This design comes from an exercise in tuning for small area, a short achievable clock period and few clock cycles on the open sky130 flow, not from production work.
Function was checked by simulation only, so behaviour that the tests miss may differ from the original.

**design/flow/config.mk**
```make
export PLATFORM = sky130hd
export DESIGN_NAME = dwmac_lanes
export DESIGN_NICKNAME = dwmac_lanes
export VERILOG_FILES = /design/flow/design.v
export SDC_FILE = /design/flow/constraint.sdc
export NUM_CORES = 4
export LEC_CHECK = 0
export CAP_MARGIN = 20
export CORE_MARGIN = 2
export CORE_UTILIZATION = 40
export SLEW_MARGIN = 20
```
**design/flow/constraint.sdc**
```tcl
create_clock -name core_clock -period 27.0 [get_ports {clk}]
set_input_delay 5.4000 -clock core_clock [delete_from_list [all_inputs] [get_ports {clk}]]
set_output_delay 5.4000 -clock core_clock [all_outputs]
set_load 0.01 [all_outputs]
```
**design/flow/design.v**
```verilog
module dwmac_req (
    input  wire        clk,
    input  wire        rst,
    input  wire        in_v,
    input  wire [1:0]  in_l,
    input  wire [31:0] t,
    input  wire [31:0] scale,
    input  wire [7:0]  zp,
    output wire        out_v,
    output wire [1:0]  out_l,
    output reg  [7:0]  q
);
    wire        st  = t[31];
    wire [31:0] mag = st ? (~t + 32'd1) : t;
    reg  [5:0]  lz;
    integer     i;
    always @(*) begin
        lz = 6'd32;
        for (i = 0; i < 32; i = i + 1)
            if (mag[i]) lz = 6'd31 - i[5:0];
    end
    wire [31:0] norm  = mag << lz[4:0];
    wire [23:0] keep  = norm[31:8];
    wire        guard = norm[7];
    wire        stick = |norm[6:0];
    wire        rnd   = guard & (stick | keep[0]);
    wire [24:0] fm    = {1'b0, keep} + {24'd0, rnd};
    wire        tz    = (t == 32'd0);
    wire        ss    = scale[31];
    wire [7:0]  es    = scale[30:23];
    wire        s_max = (es == 8'hff);
    wire        s_nan = s_max && (scale[22:0] != 23'd0);
    wire        s_inf = s_max && (scale[22:0] == 23'd0);
    wire        s_zero = (es == 8'h00);
    wire [9:0]  e0 = {4'd0, fm[24] ? 6'd32 : 6'd31} - {4'd0, lz} + {2'd0, es};
    reg  [22:0] a1, b1;
    reg  [9:0]  e1;
    reg         ps1, zero1, sat1, nan1, v1;
    reg  [1:0]  l1;
    reg  [7:0]  zp1;
    always @(posedge clk) begin
        a1    <= fm[24] ? 23'd0 : fm[22:0];
        b1    <= scale[22:0];
        e1    <= e0;
        ps1   <= st ^ ss;
        nan1  <= s_nan || (s_inf && tz);
        sat1  <= s_inf;
        zero1 <= tz || s_zero;
        zp1   <= zp;
        l1    <= in_l;
        v1    <= in_v && !rst;
    end
    wire [47:0] prod = {1'b1, a1} * {1'b1, b1};
    wire [23:0] pk = prod[47] ? prod[47:24] : prod[46:23];
    wire        pg = prod[47] ? prod[23]    : prod[22];
    wire        pt = prod[47] ? (|prod[22:0]) : (|prod[21:0]);
    wire [24:0] m  = {1'b0, pk} + {24'd0, pg & (pt | pk[0])};
    wire [9:0]  e  = e1 + {9'd0, prod[47]};
    wire        huge   = (e >= 10'd135) && !e[9];
    wire        tiny = (e < 10'd126) || e[9];
    wire [4:0]  sh    = 5'd22 - e[4:0];    
    wire [48:0] wide  = {m, 24'd0} >> sh;
    wire [8:0]  ip    = wide[32:24];
    wire        hg    = wide[23];
    wire        hs    = |wide[22:0];
    wire [9:0]  r     = {1'b0, ip} + {9'd0, hg & (hs | ip[0])};
    wire signed [11:0] v = ps1 ? ($signed({4'd0, zp1}) - $signed({2'd0, r}))
                               : ($signed({4'd0, zp1}) + $signed({2'd0, r}));
    always @(*) begin
        if (nan1)
            q = 8'd0;
        else if (sat1)
            q = ps1 ? 8'd0 : 8'd255;
        else if (zero1 || tiny)
            q = zp1;
        else if (huge)
            q = ps1 ? 8'd0 : 8'd255;
        else if (v < 12'sd0)
            q = 8'd0;
        else if (v > 12'sd255)
            q = 8'd255;
        else
            q = v[7:0];
    end
    assign out_v = v1;
    assign out_l = l1;
endmodule
module dwmac_lanes (
    input  wire          clk,
    input  wire          rst,
    input  wire          in_valid,
    output wire          in_ready,
    input  wire          in_last,
    input  wire [31:0]   in_src,      
    input  wire [31:0]   in_wt,       
    input  wire [127:0]  in_bias,     
    input  wire [127:0]  in_scale,    
    input  wire [7:0]    in_zp,       
    output reg           out_valid,
    input  wire          out_ready,
    output reg  [31:0]   out_data     
);
    localparam W = 4;
    reg         busy;        
    reg         iss;         
    reg  [1:0]  lane;        
    reg         inflight;    
    wire writable = !busy || (iss && lane == 2'd3);
    assign in_ready = !in_last || writable;
    wire fire = in_valid && in_ready;
    wire cap  = fire && in_last;
    wire start = busy && !iss && !inflight && (!out_valid || out_ready);
    wire issue = start || iss;
    reg  [31:0] acc     [0:W-1];
    reg  [31:0] s_t     [0:W-1];
    reg  [31:0] s_scale [0:W-1];
    reg  [7:0]  s_zp;
    genvar g;
    generate
        for (g = 0; g < W; g = g + 1) begin : lane_g
            wire [7:0]         src  = in_src[8*g +: 8] & {8{fire}};
            wire signed [16:0] prod = $signed({1'b0, src}) * $signed(in_wt[8*g +: 8]);
            wire [31:0]        sum  = acc[g] + {{15{prod[16]}}, prod}
                                      + (in_bias[32*g +: 32] & {32{cap}});
            always @(posedge clk) begin
                if (rst || cap)
                    acc[g] <= 32'd0;
                else
                    acc[g] <= sum;
                if (cap) begin
                    s_t[g]     <= sum;
                    s_scale[g] <= in_scale[32*g +: 32];
                end
            end
        end
    endgenerate
    always @(posedge clk) begin
        if (cap)
            s_zp <= in_zp;
    end
    always @(posedge clk) begin
        if (rst) begin
            busy     <= 1'b0;
            iss      <= 1'b0;
            lane     <= 2'd0;
        end else begin
            if (cap)
                busy <= 1'b1;
            else if (iss && lane == 2'd3)
                busy <= 1'b0;
            if (issue) begin
                lane <= lane + 2'd1;
                iss  <= (lane != 2'd3);
            end
        end
    end
    wire        r1_v = issue;
    wire [1:0]  r1_l = lane;
    wire [31:0] r1_t = s_t[lane];
    wire [31:0] r1_s = s_scale[lane];
    wire [7:0]  q;
    wire        q_v;
    wire [1:0]  q_l;
    dwmac_req u_req (
        .clk   (clk),
        .rst   (rst),
        .in_v  (r1_v),
        .in_l  (r1_l),
        .t     (r1_t),
        .scale (r1_s),
        .zp    (s_zp),
        .out_v (q_v),
        .out_l (q_l),
        .q     (q)
    );
    always @(posedge clk) begin
        if (rst) begin
            inflight  <= 1'b0;
            out_valid <= 1'b0;
        end else begin
            if (start)
                inflight <= 1'b1;
            else if (q_v && q_l == 2'd3)
                inflight <= 1'b0;
            if (q_v && q_l == 2'd3)
                out_valid <= 1'b1;
            else if (out_ready)
                out_valid <= 1'b0;
        end
    end
    integer i;
    always @(posedge clk) begin
        for (i = 0; i < W; i = i + 1)
            if (q_v && q_l == i[1:0])
                out_data[8*i +: 8] <= q;
    end
endmodule
```
**design/flow/run.sh**
```bash
#!/bin/bash
# synth_recipe.tcl (not shown) runs the flow's synth.tcl, then flattens the netlist and writes it again
# the make line also repeats each setting of config.mk as NAME=value (left out here)
make -C /OpenROAD-flow-scripts/flow DESIGN_CONFIG=/design/flow/config.mk WORK_HOME=/design/flow/orfs CLKGATE_MAP_FILE= SYNTH_SCRIPT=/design/flow/synth_recipe.tcl finish
```
==> run notes <==
[kinds of logic (layout without fill, tap and decap cells)]
logic type      Yosys count  in the layout  synth area share
simple gates           2111           2111             0.168
buf+inv                1581           1855            0.0956
fa+ha+maj              1271           1271             0.345
compound gates         1123           1123             0.122
flops                   501            501             0.207
xor+xnor                304            304            0.0425
mux                     111            111            0.0200
other cells               0              1                 0
[synthesized netlist by cell type (39+ instances only)]
cell | n | area share
mux2i_1 | 78 | 0.012
fa_1 | 762 | 0.24
nand2_1 | 643 | 0.038
and3_1 | 157 | 0.016
ha_1 | 509 | 0.10
nor4_1 | 39 | 0.0039
xor2_1 | 78 | 0.011
a222oi_1 | 54 | 0.0086
a21o_1 | 63 | 0.0075
nor3_1 | 152 | 0.012
inv_1 | 1288 | 0.077
a21oi_1 | 331 | 0.026
dfxtp_1 | 205 | 0.065
a211oi_1 | 63 | 0.0075
o21bai_1 | 65 | 0.0078
nor2_1 | 322 | 0.019
nand3_1 | 195 | 0.016
and2_1 | 393 | 0.039
o21ai_0 | 153 | 0.012
clkbuf_1 | 240 | 0.014
xnor2_1 | 226 | 0.032
a31oi_1 | 45 | 0.0045
edfxtp_1 | 296 | 0.14
[layer usage]
metal / routed length, µm / global-route usage / share of wire
met5: 0 / 0 / 0
met4: 5830 / 0.0688 / 0.031
met3: 11200 / 0.0314 / 0.060
met2: 89500 / 0.397 / 0.48
met1: 78800 / 0.307 / 0.43
[how the worst max path moves through the flow]
stage | startpoint | end | slack (ns) | depth (start not counted)
2_1_floorplan | in_last | s_t[3][31] | 8.16 | 29
3_3_place_gp | u_req.a1[13] | out_data[11] | 11.51 | 56
3_5_place_dp | u_req.b1[8] | out_data[23] | 11.20 | 53
4_1_cts | u_req.b1[8] | out_data[7] | 11.09 | 53
5_1_grt | u_req.b1[8] | out_data[23] | 9.82 | 58
6_report | u_req.b1[8] | out_data[27] | 10.98 | 53
[critical path, delay by kind of cell (launching register included)]
kind                     cells  cell delay (ns)
adder cells (fa/ha/maj)     11             4.63
AO/OA/AOI/OAI               20             5.46
buffers and inverters        8             0.83
AND/OR/NAND/NOR             11             3.16
multiplexers                 3             0.80
flip-flops                   1             0.77
[cells in the final DEF, fill, tap and decap left out, types with 220 or more instances in the layout]
| cell | netlist | final |
|---|---|---|
| nand2_1 | 643 | 643 |
| inv_1 | 1288 | 1287 |
| fa_1 | 762 | 762 |
| ha_1 | 509 | 506 |
| xnor2_1 | 226 | 220 |
| edfxtp_1 | 296 | 296 |
| a21oi_1 | 331 | 331 |
| and2_1 | 393 | 392 |
| nor2_1 | 322 | 321 |
| clkdlybuf4s50_1 | 0 | 366 |
[flip-flops by register name, summed over array words and instances (netlist names), 2 cells and up]
name / flops
u_req.a1: 23
s_zp: 8
acc: 128
lane: 2
u_req.l1: 2
u_req.zp1: 8
s_scale: 128
s_t: 128
out_data: 32
u_req.e1: 10
u_req.b1: 23
[area by class of cell]
cell class                 instances  area share
clock buffer                      79      0.0229
antenna                            1   0.0000354
tap                             2058      0.0365
inverter                        1294      0.0688
sequential                       501       0.184
clock inverter                    34     0.00624
multi-input combinational       4920       0.621
timing repair buffer             448      0.0609
[through the flow]
step | worst slack [ns] | utilization
6_report | 10.98 | 0.453
3_5_place_dp | 11.20 | 0.440
4_1_cts | 11.09 | 0.453
2_1_floorplan | 8.16 | -
3_3_place_gp | 11.51 | 0.439
5_1_grt | 9.82 | 0.453
==> impl_metrics.yaml <==
status:
  status: "timing/DRC/antenna clean"
placed_design:
  dpl_cell_area_mm2: 0.0686
  portBuffers: 366
  place_inst: 9221
  dp_hpwl_um: 146000
  gp_congestion: 0.911
floorplan:
  die_area_mm2: 0.160
  rows: 145
  floorplan.die.height_um: 400
  ios: 367
  die_w_um: 400
  start_util: 0.402
  core_mm2: 0.156
cts:
  cts_buffer_depth: 3
  cts_tree: "done"
  clk_pin_slew_ns: 0.06
  cts_root_buf: "clkbuf_16"
  cts_max_level: 2
  cts_setup_buffers: 0
  cts_resized: 0
  clock_sink_count: 501
  cts_hold_buf: 0
  cts_made_buffers: 60
  insertion_delay_ns: 0.69
setup_path:
  cpPeakStageDelay_ns: 0.77
  worstSetupPathType: "reg2reg"
  cpMaxStageDelayCell: "dfxtp_1"
  critPathMaxFanout: 17
  cp-start-kind: "flip-flop"
  worst_path_most_repeated_cell: "fa_1"
  r2r_end: "out_data[27]"
  crit_arrival_ns: 16.38
  reg2reg_depth: 53
  crit_required_ns: 27.36
  cp-end-kind: "flip-flop"
  r2r_slack_ns: 10.98
  regToRegStartpoint: "u_req.b1[8]"
sta:
  period_share: 0.593
  clock.fmax_mhz: 62.4
  slew_violations: 0
  min_period_ns: 16.02
  tns_ns: 0
  fin_skew_ns: 0.0529
  rsz0062_at_grt: "false"
  hold_violations: 0
  worst_pin_slew_ns: 1.18
  hold_slack_ns: 0.343
  setup_viol: 0
  slew_headroom: 0.209
global_routing:
  grt_antenna_before_repair: 4
  grt-ovfl-total: 0
  first_global_vias: 51000
  grt_pass1_wl_um: 292000
  grt_max_degree: 209
  grtUsageTotal: 0.233
cells_and_area:
  drive_gt1_frac: 0.0383
  fillerInstances: 15200
  seqCellArea_mm2: 0.0130
  multiInputGateArea_mm2: 0.0438
  fin_nets: 8829
  area_delta_synth_final_pct: 12.6
  layout.cell_area.non_filler_mm2: 0.0706
  stdcell_count: 9335
routing:
  drtAntennaViolNets: 0
  via_per_inst: 5.36
  wl_per_cell_um: 19.9
  routed_wl_um: 185000
  routed-via-count: 50000
  drt_pass1_iterations: 8
  drc_errors: 0
  drtIter0Drc: 3794
worst_hold_path:
  hp-start: "s_zp[6]"
  min_to: "u_req.zp1[6]"
  min_path_type: "reg2reg"
  hold_depth: 0
synth:
  postSynthCellCount: 7002
  synth-edff-count: 296
  synth_flop_cell: "edfxtp_1"
  ys_seq_area_frac: 0.207
  async_flop_share: 0
  ys_warn_count: 5
  ys_seq_elements: 501
  synth_nets: 8606
  syn_area_mm2: 0.0627
  yosysUniqueCellTypes: 101
  syn_area_per_cell_um2: 8.96
flow_run:
  cap_violations: 0
Testbench counts, summed over its fixed seeds: cycles 33,175.

[afterwards: timing with drivers on the ports]
In the flow no input, the clock included, has a driving cell. The finished layout below was timed again as built, in two steps.
Step 1, drivers: a clkbuf_16 drives clk and a buf_2 each remaining input, both assumed.
Step 2 times the ports against the registers' clock, not the clock port: input delays grow and output delays shrink by t, the midpoint of the rising clock arrivals with the driver on.
Three values: ideal, step 1, step 2; two values: the first two.
t, ns: 0.750
slack for setup (ns): 10.984 / 10.984 / 10.984
latest minus earliest clock arrival (ns): 0.058 / 0.059
After both steps setup and hold are still met in this run. The setup slack of this run moves by 0.000 ns with the drivers and by 0.000 ns with both steps.
